From an optimization exercise on the open Yosys and OpenROAD flow, aimed at small area; shortcuts taken in it are not production practice. Only simulation tests tie the RTL to the original design; equivalence was not proved. Power figures rest on the tool's default switching activity, not on a simulated workload.

==> flow/design.v (outline; a module is shown in full before it is edited, if it fits) <==
// module koki_core: 892 lines
// module koki_h74: 32 lines
module koki_h74 (
    input  wire        clk,
    input  wire        rst,
    input  wire        cmd_we,
    input  wire [31:0] cmd,
    output wire [35:0] res,
    output wire [1:0]  status      
);
  // ...
==> flow/run.sh <==
#!/bin/bash
# synth_recipe.tcl (not shown) runs the flow's synth.tcl, then flattens the netlist and writes it again
# the make line also repeats each setting of config.mk as NAME=value (left out here)
make -C /OpenROAD-flow-scripts/flow DESIGN_CONFIG=/design/flow/config.mk WORK_HOME=/design/flow/orfs CLKGATE_MAP_FILE= SYNTH_SCRIPT=/design/flow/synth_recipe.tcl finish
==> flow/config.mk <==
export PLATFORM = sky130hd
export DESIGN_NAME = koki_h74
export DESIGN_NICKNAME = koki_h74
export VERILOG_FILES = /design/flow/design.v
export SDC_FILE = /design/flow/constraint.sdc
export NUM_CORES = 4
export LEC_CHECK = 0
export ABC_AREA = 1
export CAP_MARGIN = 20
export CORE_MARGIN = 2
export CORE_UTILIZATION = 35
export SLEW_MARGIN = 20
export SYNTH_MEMORY_MAX_BITS = 32768
==> flow/constraint.sdc <==
create_clock -name core_clock -period 7.0 [get_ports {clk}]
set_input_delay 1.4000 -clock core_clock [delete_from_list [all_inputs] [get_ports {clk}]]
set_output_delay 1.4000 -clock core_clock [all_outputs]
set_load 0.01 [all_outputs]
==> flow_metrics.py, run 1 <==
metrics = {
    "layout": {
        "layout_common_cells": "nand2_1 (145), inv_1 (106), clkdlybuf4s50_1 (71)",
        "nNonClkBuffers": 86,
        "largest_class": "multi-input gates",
        "final_cell_count_no_fill": 904,
        "nClkBuffers": 3,
        "final.fill_count": 1219,
    },
    "cts": {
        "cts_setup_buffers": 0,
        "clock_latency_ns": 0.25,
    },
    "sta": {
        "slew_headroom": 0.4064,
        "finalCritPeriodShare": 0.9217,
        "finalSetupViolations": 0,
    },
    "route": {
        "first_pass_iters": 5,
        "antenna_left": 0,
        "drt-total-wl_um": 16620,
        "via_count": 5174,
        "wire_per_inst_um": 18.38,
    },
    "synth": {
        "synth_most_common_cell": "nand2_1",
        "synth_area_um2": 4130,
        "ys_ff_latch": 23,
        "synth.area.top_cells": "nand2_1 (13%), dfxtp_1 (11%), ha_1 (9.7%)",
        "synth_top_area_share": 0.1318,
        "synth_compound_area_frac": 0.2614,
    },
    "global_route": {
        "grt_pass1_vias": 4990,
        "grt_max_degree": 26,
    },
    "status": {
        "status": "no timing/DRC/antenna violations",
    },
    "worst_setup_path": {
        "path_delay_family": "simple AND/OR/NAND/NOR gates",
        "critPathKind": "in -> reg",
        "worst-path-stages": 35,
    },
    "die": {
        "die_w_um": 112.6,
        "die_h_um": 112.6,
    },
    "power_and_ir_drop": {
        "p_switching_mw": 0.2891,
        "powerClk_mw": 0.129,
    },
    "placed_design": {
        "place_area_um2": 4974,
    },
}
==> inputs of run 2 (changes only) <==
==> flow/flow/run.sh (new file) <==
#!/bin/bash
# Own layout flow: the standard layout (standard.sh), with the port
# buffers that global placement inserts made from the smallest buffer cell.
set -euo pipefail
export BUFFER_PORTS_ARGS="-buffer_cell sky130_fd_sc_hd__buf_1"
bash standard.sh > standard.log 2>&1
==> flow/standard.sh (new file) <==
#!/bin/bash
# synth_recipe.tcl (not shown) runs the flow's synth.tcl, then flattens the netlist and writes it again
# the make line also repeats each setting of config.mk as NAME=value (left out here)
make -C /OpenROAD-flow-scripts/flow DESIGN_CONFIG=/design/flow/config.mk WORK_HOME=/design/flow/orfs CLKGATE_MAP_FILE= SYNTH_SCRIPT=/design/flow/synth_recipe.tcl "${@:-finish}"
removed: flow/run.sh
==> flow_metrics.py, run 2 <==
metrics = {
    "route": {
        "drt-total-wl_um": 14890,
        "wire_per_inst_um": 16.52,
        "via_count": 5065,
        "first_iter_violations": 662,
        "vias_per_cell": 5.622,
        "drc_errors": 0,
        "first_pass_iters": 5,
        "antenna_left": 0,
    },
    "synth": {
        "synth_most_common_cell": "nand2_1",
        "ys_seq_area_frac": 0.1115,
        "async_flop_share": 0,
        "syn_area_per_cell_um2": 5.926,
        "yosysTopAreaCell": "nand2_1",
        "syn_inst": 697,
        "synth_area_um2": 4130,
        "synth_edf_count": 0,
        "synth.area.top_cells": "nand2_1 (13%), dfxtp_1 (11%), ha_1 (9.7%)",
        "synth_top_area_share": 0.1318,
        "ys.flop_type": "dfxtp_1",
        "synth.distinct_cells": 55,
        "ys_warn_count": 1,
        "syn-num-nets": 764,
        "ys_ff_latch": 23,
        "synth_common_cells": "nand2_1 (145), inv_1 (106), nor2_1 (60)",
    },
    "worst_setup_path": {
        "worst-path-buf-inv": 3,
        "arrival_ns": 6.31,
        "path_max_fanout": 17,
        "critPathKind": "in -> reg",
        "critical_path_required_ns": 7.16,
        "critical_path.most_common_cell": "nand2_1",
        "slowest_stage": "ha_1",
        "path_delay_family": "simple AND/OR/NAND/NOR gates",
        "end_kind": "flop",
        "critical-path-max-stage-delay_ns": 0.39,
        "cp-start-kind": "input port",
    },
    "power_and_ir_drop": {
        "power.leakage_nw": 2.148,
        "ir_drop_mv": 0.07836,
        "pwr_density_cell_nw_per_um2": 128.4,
    },
    "die": {
        "rows": 39,
        "die_h_um": 112.6,
        "io_pins": 73,
        "die-area_um2": 12690,
        "start_util": 0.3602,
        "die_w_um": 112.6,
        "core_um2": 11470,
    },
    "sta": {
        "max_freq_ghz": 0.1626,
        "slew_viol_final": 0,
        "finalCritPeriodShare": 0.8783,
        "hold_viol": 0,
        "fin_worst_skew_ns": 0,
        "setup_slack_ns": 0.8516,
        "slew_headroom": 0.4687,
        "finalSetupViolations": 0,
        "period_minus_slack_ns": 6.148,
        "tns_ns": 0,
        "worstMarginPinSlew_ns": 0.7940,
        "rsz0062_at_grt": "false",
    },
    "global_route": {
        "met3_usage": 0.03726,
        "grt_util_met1": 0.3199,
        "grt_pass1_wl_um": 23810,
        "grt_max_degree": 26,
        "grt_pass1_vias": 4613,
        "grt_use_met2": 0.3629,
        "antenna_found_initial": 0,
        "grt-ovfl-total": 0,
        "grt.total_usage": 0.2276,
        "busiest_layer": "met2",
    },
    "cts": {
        "ctsResizeCount": 0,
        "path_clk_slew_ns": 0.06,
        "hold_buffers": 0,
        "cts_setup_buffers": 0,
        "cts_made_buffers": 3,
        "clock_sinks": 23,
        "htreeDepth": 1,
        "cts_max_path_buffers": 2,
        "cts_tree": "built",
        "clock_latency_ns": 0.25,
        "root_buffer": "clkbuf_16",
    },
    "placed_design": {
        "detailed_place_hpwl_um": 11870,
        "port_buffers": 72,
        "place_inst": 897,
        "place_area_um2": 4501,
        "dp_slack_ns": 0.6891,
        "place_congestion": 0.9895,
    },
    "layout": {
        "drive_gt1_frac": 0.06860,
        "largest_reg_flops": 20,
        "final_cell_count_no_fill": 901,
        "layout_common_cells": "nand2_1 (145), inv_1 (106), buf_1 (72)",
        "design_area_um2": 4581,
        "area_delta_synth_final_pct": 10.91,
        "top_register": "m_q",
        "multi_input_area_um2": 3053,
        "fin_nets": 826,
        "num_antenna_cells": 0,
        "regArea_um2": 460.4,
        "largestRegisters": "m_q: 20 flops, grid_q: 1 flops, ill_q: 1 flops",
        "final_common_cell": "nand2_1",
        "fin_util": 0.3995,
        "final.fill_count": 1244,
    },
    "worst_hold_path": {
        "min_path_type": "reg -> reg",
    },
    "job": {
        "max-cap-violations": 0,
    },
    "status": {
        "status": "no timing/DRC/antenna violations",
    },
}
==> run 2: stage by stage <==
stage          hold slack (ns)  power [mW]
2_1_floorplan           0.4380      0.3766
3_3_place_gp            0.4552      0.4619
3_5_place_dp            0.4702      0.4586
4_1_cts                 0.4842      0.5818
5_1_grt                 0.5395      0.6350
6_report                0.4795      0.5883
==> run 2: final timing paths <==
kind | cells past startpoint | slack (ns) | start | end
min | 2 | 0.48 | ill_q | ill_q
min reg2reg | 2 | 0.48 | ill_q | ill_q
max | 30 | 0.85 | cmd[6] | flop
max reg2reg | 2 | 5.88 | flop | flop
==> run 2: layer usage <==
layer | wire (um) | share of wire
met1 | 6572 | 0.44
met5 | 0 | 0
met4 | 281 | 0.019
met2 | 6596 | 0.44
met3 | 1436 | 0.096
==> run 2: layout make-up <==
| type | instances | area share |
|---|---|---|
| Inverter | 119 | 0.09943 |
| Clock buffer | 3 | 0.01639 |
| Clock inverter | 1 | 0.001093 |
| Multi-Input combinational cell | 529 | 0.6665 |
| Sequential cell | 23 | 0.1005 |
| Tap cell | 143 | 0.03906 |
| Timing Repair Buffer | 83 | 0.07703 |
==> run 2: cells by family after synthesis <==
kind of cell	share of synthesized area
adders and majority gates	0.09694
DFF	0.1115
and+or+nand+nor	0.3217
xor gates and xnor gates	0.05907
AOI/OAI and AO/OA	0.2614
buffers and inverters	0.1493
==> run 2: tightest hold or removal path, cell delays in order, from the launching register on <==
cell,delay (ns)
dfxtp_1,0.33
a21oi_1,0.04
nor2_1,0.07
==> run 2: power breakdown <==
group	switching, mW	total (mW)	internal (mW)	leakage, nW
clock network	0.0449	0.122	0.0767	0.0409
logic	0.226	0.335	0.109	1.92
registers	0.000395	0.132	0.131	0.185
==> inputs of run 3 (changes only) <==
==> flow/flow/run.sh (replaced) <==
#!/bin/bash
# Own layout flow: the standard layout (standard.sh) with
#  - synthesis by flow/synth.tcl: the standard flow's synthesis script, but ABC maps
#    for area (flow/abc.script) and no adder cells are extracted;
#  - the port buffers that global placement inserts made from buf_1.
# Registers, their names and cell types are those of the standard synthesis.
set -euo pipefail
HERE=$(pwd)
export OWN_ABC_SCRIPT="$HERE/flow/abc.script"
export BUFFER_PORTS_ARGS="-buffer_cell sky130_fd_sc_hd__buf_1"
bash standard.sh SYNTH_SCRIPT="$HERE/flow/synth.tcl" ADDER_MAP_FILE= finish > standard.log 2>&1
==> flow/flow/abc.script (new file) <==
strash
dch
amap -F 200 -A 50
topo
stime -c
==> flow/flow/synth.tcl (new file) <==
# The standard flow's synthesis script (synth_recipe.tcl) with two changes: every abc
# call maps with the area-oriented script flow/abc.script, and the caller
# sets ADDER_MAP_FILE empty so no half/full adder cells are extracted.
proc synth {args} { yosys synth -nofsm -noshare {*}$args }
proc abc {args} {
  set i [lsearch -exact $args -script]
  if { $i >= 0 } {
    set args [lreplace $args [expr {$i + 1}] [expr {$i + 1}] $::env(OWN_ABC_SCRIPT)]
  }
  yosys abc {*}$args
}
source $::env(SCRIPTS_DIR)/synth.tcl
# left out here: clear keep_hierarchy, flatten, clean up, hide names made inside functions, write 1_2_yosys.v
==> flow_metrics.py, run 3 <==
metrics = {
    "worst_hold_path": {
        "min_path_type": "reg -> reg",
        "hold_path_depth": 2,
        "hold_path.startpoint": "ill_q",
        "min_to": "ill_q",
    },
    "cts": {
        "path_clk_slew_ns": 0.08,
        "clock_latency_ns": 0.25,
        "htreeDepth": 1,
        "cts_made_buffers": 3,
        "root_buffer": "clkbuf_8",
        "cts_max_path_buffers": 2,
        "hold_buffers": 0,
        "clock_sinks": 23,
        "cts_tree": "built",
    },
    "worst_setup_path": {
        "worst-path-buf-inv": 9,
        "critical-path-max-stage-delay_ns": 0.34,
        "arrival_ns": 6.78,
        "path_delay_family": "compound AO/OA/AOI/OAI gates",
        "end_kind": "flop",
        "slowest_stage": "a222oi_1",
        "cp-start-kind": "input port",
        "path_max_fanout": 4,
        "critical_path_required_ns": 7.11,
        "r2r_cells": 3,
        "worstSetupStartpoint": "cmd[6]",
        "r2r_slack_ns": 5.81,
        "critPathKind": "in -> reg",
    },
    "sta": {
        "worstMarginPinSlew_ns": 0.9810,
        "tns_ns": 0,
        "hold_viol": 0,
        "finalCritPeriodShare": 0.9525,
        "rsz0062_at_grt": "true",
        "slew_headroom": 0.3291,
        "fin_worst_skew_ns": 0,
        "max_freq_ghz": 0.1500,
        "period_minus_slack_ns": 6.668,
        "finalSetupViolations": 0,
        "slew_viol_final": 0,
    },
    "layout": {
        "fin_util": 0.5244,
        "fin_nets": 779,
        "multi_input_area_um2": 2718,
        "final.fill_count": 942,
        "area_delta_synth_final_pct": 45.98,
        "layout_common_cells": "buf_4 (106), nor2_1 (94), clkinv_1 (77)",
        "top_register": "m_q",
        "final_cell_count_no_fill": 854,
        "regArea_um2": 460.4,
        "largestRegisters": "m_q: 20 flops, grid_q: 1 flops, ill_q: 1 flops",
        "largest_reg_flops": 20,
        "drive_gt1_frac": 0.2342,
        "num_antenna_cells": 0,
        "final_common_cell": "buf_4",
    },
    "power_and_ir_drop": {
        "ir_drop_mv": 0.08848,
        "power.leakage_nw": 1.754,
        "power_mw": 0.5742,
        "pwr_density_cell_nw_per_um2": 119.1,
    },
    "route": {
        "drt-total-wl_um": 15540,
        "wire_per_inst_um": 18.20,
        "first_iter_violations": 420,
        "via_count": 5205,
        "first_pass_iters": 7,
        "antenna_left": 0,
        "drc_errors": 0,
        "vias_per_cell": 6.095,
    },
    "global_route": {
        "antenna_found_initial": 0,
        "grt_max_degree": 25,
        "grt-ovfl-total": 0,
        "grt_pass1_wl_um": 23860,
        "grt_pass1_vias": 4711,
        "grt.total_usage": 0.2901,
    },
    "die": {
        "die_w_um": 101.1,
        "io_pins": 73,
        "die-area_um2": 10230,
        "start_util": 0.3592,
        "die_h_um": 101.1,
        "core_um2": 9196,
        "rows": 35,
    },
    "synth": {
        "synth_common_cells": "nor2_1 (107), clkinv_1 (88), o21ai_0 (76)",
        "async_flop_share": 0,
        "ys_ff_latch": 23,
        "ys.flop_type": "dfxtp_1",
        "synth_area_um2": 3303,
        "ys_warn_count": 1,
        "ys_seq_area_frac": 0.1394,
        "synth.distinct_cells": 41,
        "syn_area_per_cell_um2": 5.899,
        "yosysTopAreaCell": "dfxtp_1",
        "synth_top_area_share": 0.1394,
        "syn-num-nets": 595,
        "syn_inst": 560,
        "synth_most_common_cell": "nor2_1",
        "synth.area.top_cells": "dfxtp_1 (14%), nor2_1 (12%), o21ai_0 (12%)",
        "synth_edf_count": 0,
    },
    "placed_design": {
        "port_buffers": 72,
        "detailed_place_hpwl_um": 12180,
        "place_congestion": 0.9849,
        "place_inst": 838,
    },
    "job": {
        "max-cap-violations": 0,
    },
    "status": {
        "status": "no timing/DRC/antenna violations",
    },
}
==> run 3: cell types whose count changed in the layout (fill, tap and decap cells not counted), moves of 32 or more <==
cell | previous run | this run
nor2_1 | 60 | 94
clkinv_1 | 4 | 77
ha_1 | 32 | 0
nand2_1 | 145 | 43
buf_4 | 11 | 106
inv_1 | 106 | 0
==> run 3: routing by layer <==
layer,GRT usage,wire (um),share of wire
met2,0.4865,7363,0.47
met5,0,0,0
met1,0.3781,6174,0.40
met4,0.1175,669,0.043
met3,0.03451,1335,0.086
==> run 3: logic make-up (layout without fill, tap and decap cells) <==
logic type             Yosys count  in the layout  share of synthesized area
AOI/OAI and AO/OA              244            244                     0.4921
and+or+nand+nor                202            202                     0.2617
buffers and inverters           91            274                     0.1068
DFF                             23             23                     0.1394
==> run 3: per-stage QoR <==
step / instance area, um2 / hold WS, ns / worst slack [ns]
after floorplan: 3311 / 0.4380 / -0.003752
after global placement: 4446 / 0.4512 / -0.1974
after detailed placement: 4446 / 0.4707 / -0.4086
after CTS: 4508 / 0.4855 / 0.003321
after global routing: 4822 / 0.5210 / -0.1680
final: 4822 / 0.4835 / 0.3325
==> run 3: cell type report <==
type                    count  share of cell area
inverters                  88             0.06928
well taps                 111             0.02880
repair buffers            182              0.2335
clock buffers               4            0.009341
flip-flops and latches     23             0.09549
multi-input cells         446              0.5636
==> run 3: what timing repair did <==
action,CTS,global route
setup endpoints to repair,6,14
resized for setup,5,82
pin swaps,1,20
buffers inserted,1,11
==> run 3: worst max path at each step <==
stage	to	slack, ns	cells after the start
2_1_floorplan	m_q[9]	-0.004	38
3_3_place_gp	m_q[9]	-0.20	36
3_5_place_dp	m_q[19]	-0.41	37
4_1_cts	m_q[17]	0.003	38
5_1_grt	m_q[18]	-0.17	39
6_report	m_q[11]	0.33	39
==> run 3: tightest hold or removal path, cell delays in order (launching register included) <==
cell and delay [ns]:
dfxtp_1 0.34, a21oi_1 0.04, nor2_1 0.07
==> run 3: where the power goes <==
group          internal (mW)  leakage, nW  switching (mW)
clock network         0.0405       0.0228          0.0390
registers              0.131        0.185        0.000372
logic                  0.154         1.55           0.209
==> inputs of run 4 (changes only) <==
==> flow/flow/abc.script (replaced) <==
strash
dch -f
map -D 3500
topo
stime -c
--- a/flow/config.mk
+++ b/flow/config.mk
@@ -11,2 +11,3 @@
 export CORE_UTILIZATION = 35
+export GPL_TIMING_DRIVEN = 0
 export SLEW_MARGIN = 20
==> flow_metrics.py, run 4 <==
metrics = {
    "power_and_ir_drop": {
        "switching_share": 0.4843,
        "power.leakage_nw": 1.489,
        "pwr-share-clk": 0.171,
        "share_seq_of_total_power": 0.266,
        "power_frac_comb": 0.564,
        "p_switching_mw": 0.2400,
        "p_int_mw": 0.2555,
        "pwr_density_cell_nw_per_um2": 119.0,
        "ir_drop_mv": 0.05299,
    },
    "global_route": {
        "grt.total_usage": 0.2687,
        "grt-ovfl-total": 0,
        "grt_pass1_wl_um": 23830,
        "grt_pass1_vias": 4535,
        "antenna_found_initial": 0,
        "grt_max_degree": 26,
    },
    "cts": {
        "hold_buffers": 0,
        "cts_tree": "built",
        "cts_made_buffers": 3,
        "root_buffer": "clkbuf_8",
        "clock_latency_ns": 0.27,
        "htreeDepth": 1,
        "clock_sinks": 23,
        "path_clk_slew_ns": 0.08,
        "cts_max_path_buffers": 2,
    },
    "synth": {
        "synth-simple-area-share": 0.3313,
        "syn_area_per_cell_um2": 5.575,
        "async_flop_share": 0,
        "ys.flop_type": "dfxtp_1",
        "synth-xor-area-share": 0.04972,
        "yosysTopAreaCell": "dfxtp_1",
        "synth.area.top_cells": "dfxtp_1 (13%), nand2_1 (13%), clkinv_1 (10%)",
        "synth_top_area_share": 0.1307,
        "synth_most_common_cell": "nand2_1",
        "ys_ff_latch": 23,
        "syn-num-nets": 667,
        "synth_area_um2": 3523,
        "synthMuxAreaShare": 0,
        "ys_seq_area_frac": 0.1307,
        "synth_top_family_by_area": "compound AO/OA/AOI/OAI gates",
        "syn_inst": 632,
        "ys_warn_count": 1,
        "synth.distinct_cells": 39,
        "synth_edf_count": 0,
        "synth_compound_area_frac": 0.3796,
        "synth_common_cells": "nand2_1 (118), clkinv_1 (96), nor2_1 (81)",
        "synthAdderAreaFrac": 0,
    },
    "die": {
        "io_pins": 73,
        "core_um2": 9774,
        "die_h_um": 104.3,
        "start_util": 0.3605,
        "die-area_um2": 10890,
        "rows": 36,
        "die_w_um": 104.3,
    },
    "sta": {
        "finalCritPeriodShare": 0.9242,
        "rsz0062_at_grt": "false",
        "fin_worst_skew_ns": 0,
        "finalSetupViolations": 0,
        "period_minus_slack_ns": 6.470,
        "tns_ns": 0,
        "whs_ns": 0.4946,
        "worstMarginPinSlew_ns": 0.9812,
        "max_freq_ghz": 0.1546,
        "slew_headroom": 0.3441,
        "slew_viol_final": 0,
        "hold_viol": 0,
    },
    "worst_setup_path": {
        "reg2reg_from": "m_q[6]",
        "r2r-end": "m_q[6]",
        "r2r_cells": 4,
        "end_kind": "flop",
        "critical_path.most_common_cell": "nand3_1",
        "r2r_slack_ns": 5.78,
        "cp-start-kind": "input port",
        "critical-path-max-stage-delay_ns": 0.44,
        "path_delay_family": "simple AND/OR/NAND/NOR gates",
        "path_max_fanout": 15,
        "worst-path-buf-inv": 7,
        "arrival_ns": 6.66,
        "critPathKind": "in -> reg",
        "critical_path_required_ns": 7.19,
        "slowest_stage": "xor2_1",
    },
    "placed_design": {
        "place_area_um2": 3974,
        "port_buffers": 72,
        "place_congestion": 0.9706,
        "detailed_place_hpwl_um": 11970,
    },
    "layout": {
        "fin_util": 0.4259,
        "layout_common_cells": "nand2_1 (116), clkinv_1 (88), nor2_1 (74)",
        "largestRegisters": "m_q: 20 flops, grid_q: 1 flops, ill_q: 1 flops",
        "num_antenna_cells": 0,
        "area_delta_synth_final_pct": 18.15,
        "final.fill_count": 1122,
        "fin_nets": 751,
        "final_common_cell": "nand2_1",
        "design_area_um2": 4163,
        "largest_reg_flops": 20,
        "drive_gt1_frac": 0.07552,
        "top_register": "m_q",
        "multi_input_area_um2": 2731,
        "regArea_um2": 460.4,
    },
    "route": {
        "first_iter_violations": 375,
        "vias_per_cell": 5.919,
        "wire_per_inst_um": 17.83,
        "drc_errors": 0,
        "via_count": 5019,
        "drt-total-wl_um": 15120,
        "antenna_left": 0,
        "first_pass_iters": 5,
    },
    "worst_hold_path": {
        "min_path_type": "reg -> reg",
        "min_to": "grid_q",
        "hold_path_depth": 2,
        "hold_path.startpoint": "grid_q",
    },
    "job": {
        "max-cap-violations": 0,
    },
    "status": {
        "status": "no timing/DRC/antenna violations",
    },
}
-- run 4: cell count changes after synthesis, moves of 20 or more --
cell      change
nand2_1      +75
nand3_1      +32
nor2_1       -26
o221ai_1     -20
xor2_1       +20
o21ai_0      -28
a22oi_1      +24
a21oi_1      +28
-- run 4: worst max path at each step --
| stage | from | end | slack, ns | cells past startpoint |
|---|---|---|---|---|
| 2_1_floorplan | cmd[3] | m_q[11] | 1.33 | 33 |
| 3_3_place_gp | cmd[3] | m_q[8] | -1.19 | 35 |
| 3_5_place_dp | cmd[5] | m_q[19] | -1.18 | 36 |
| 4_1_cts | cmd[6] | m_q[8] | 0.07 | 33 |
| 5_1_grt | cmd[2] | m_q[8] | 0.02 | 34 |
| 6_report | cmd[4] | m_q[8] | 0.53 | 31 |
-- run 4: timing repair --
| item | 4_1_cts | 5_1_grt |
|---|---|---|
| gates resized for setup | 23 | 30 |
| pin swaps | 0 | 3 |
| buffers inserted | 0 | 6 |
| endpoints found under the setup margin | 16 | 15 |
-- run 4: kinds of logic after synthesis --
kind of cell              count (synthesis)
AOI/OAI and AO/OA                       213
buffers and inverters                    99
xor gates and xnor gates                 20
DFF                                      23
and+or+nand+nor                         277
-- run 4: area by class of cell --
type | count | share of cell area
plain buffers | 3 | 0.005410
repair buffers | 79 | 0.08356
flip-flops and latches | 23 | 0.1106
clock inverters | 1 | 0.001803
clock buffers | 3 | 0.009919
well taps | 133 | 0.03998
inverters | 96 | 0.09258
multi-input cells | 510 | 0.6561
-- run 4: metal layers --
metal | vias to the layer above | part of all wire | track usage
met3 | 45 | 0.052 | 0.01692
met4 | 0 | 0.040 | 0.1091
met2 | 217 | 0.48 | 0.4706
met1 | 2316 | 0.43 | 0.3408
li1 | 2441 | - | -
met5 | - | 0 | 0
-- run 4: tightest hold or removal path, stage by stage (launching register included) --
cell and delay (ns):
dfxtp_1 0.33, clkinv_1 0.07, a21oi_1 0.06
-- run 4: through the flow --
stage | std cells | setup slack [ns] | total power, mW
6_report | 848 | 0.5305 | 0.4955
5_1_grt | 848 | 0.02045 | 0.5328
4_1_cts | 842 | 0.06753 | 0.4809
3_5_place_dp | 838 | -1.180 | 0.3957
3_3_place_gp | 837 | -1.188 | 0.3931
2_1_floorplan | 632 | 1.331 | 0.3155
-- run 4: power by group through the flow --
stage	Clock, mW	Sequential, mW	Combinational (mW)
floorplan	0	0.135	0.181
global placement	0	0.135	0.258
detailed placement	0	0.135	0.261
CTS	0.0847	0.132	0.265
global route	0.0907	0.132	0.310
finish	0.0846	0.132	0.279

## port drivers added, routing unchanged
The results above use ideal ports. As a check the final layouts listed here were re-extracted and re-timed, cells and wires unchanged. Step 1: set_driving_cell puts a clkbuf_16 on clk and a buf_2 on each other input, an assumption about the parent block. Step 2 adds t to the input delays and takes it off the output delays; t is the mean of the earliest and latest rising clock arrival at the registers after step 1. Input paths then give back, and output paths get back, about the clock's delay inside the block. Three values: no drivers, after step 1, after step 2; two values: the first two.
| run | t, ns | setup WS [ns] | worst setup path after step 2 |
|---|---|---|---|
| run 1 | 0.294 | 0.548 / 0.562 / 0.268 | input to register |
| run 2 | 0.280 | 0.852 / 0.860 / 0.579 | input to register |
| run 3 | 0.283 | 0.332 / 0.337 / 0.054 | input to register |
| run 4 | 0.293 | 0.530 / 0.534 / 0.241 | input to register |
After both steps every run listed still meets setup and hold. The setup slack of run 4, which loses most, moves by +0.004 ns with the drivers and by -0.289 ns with both steps.
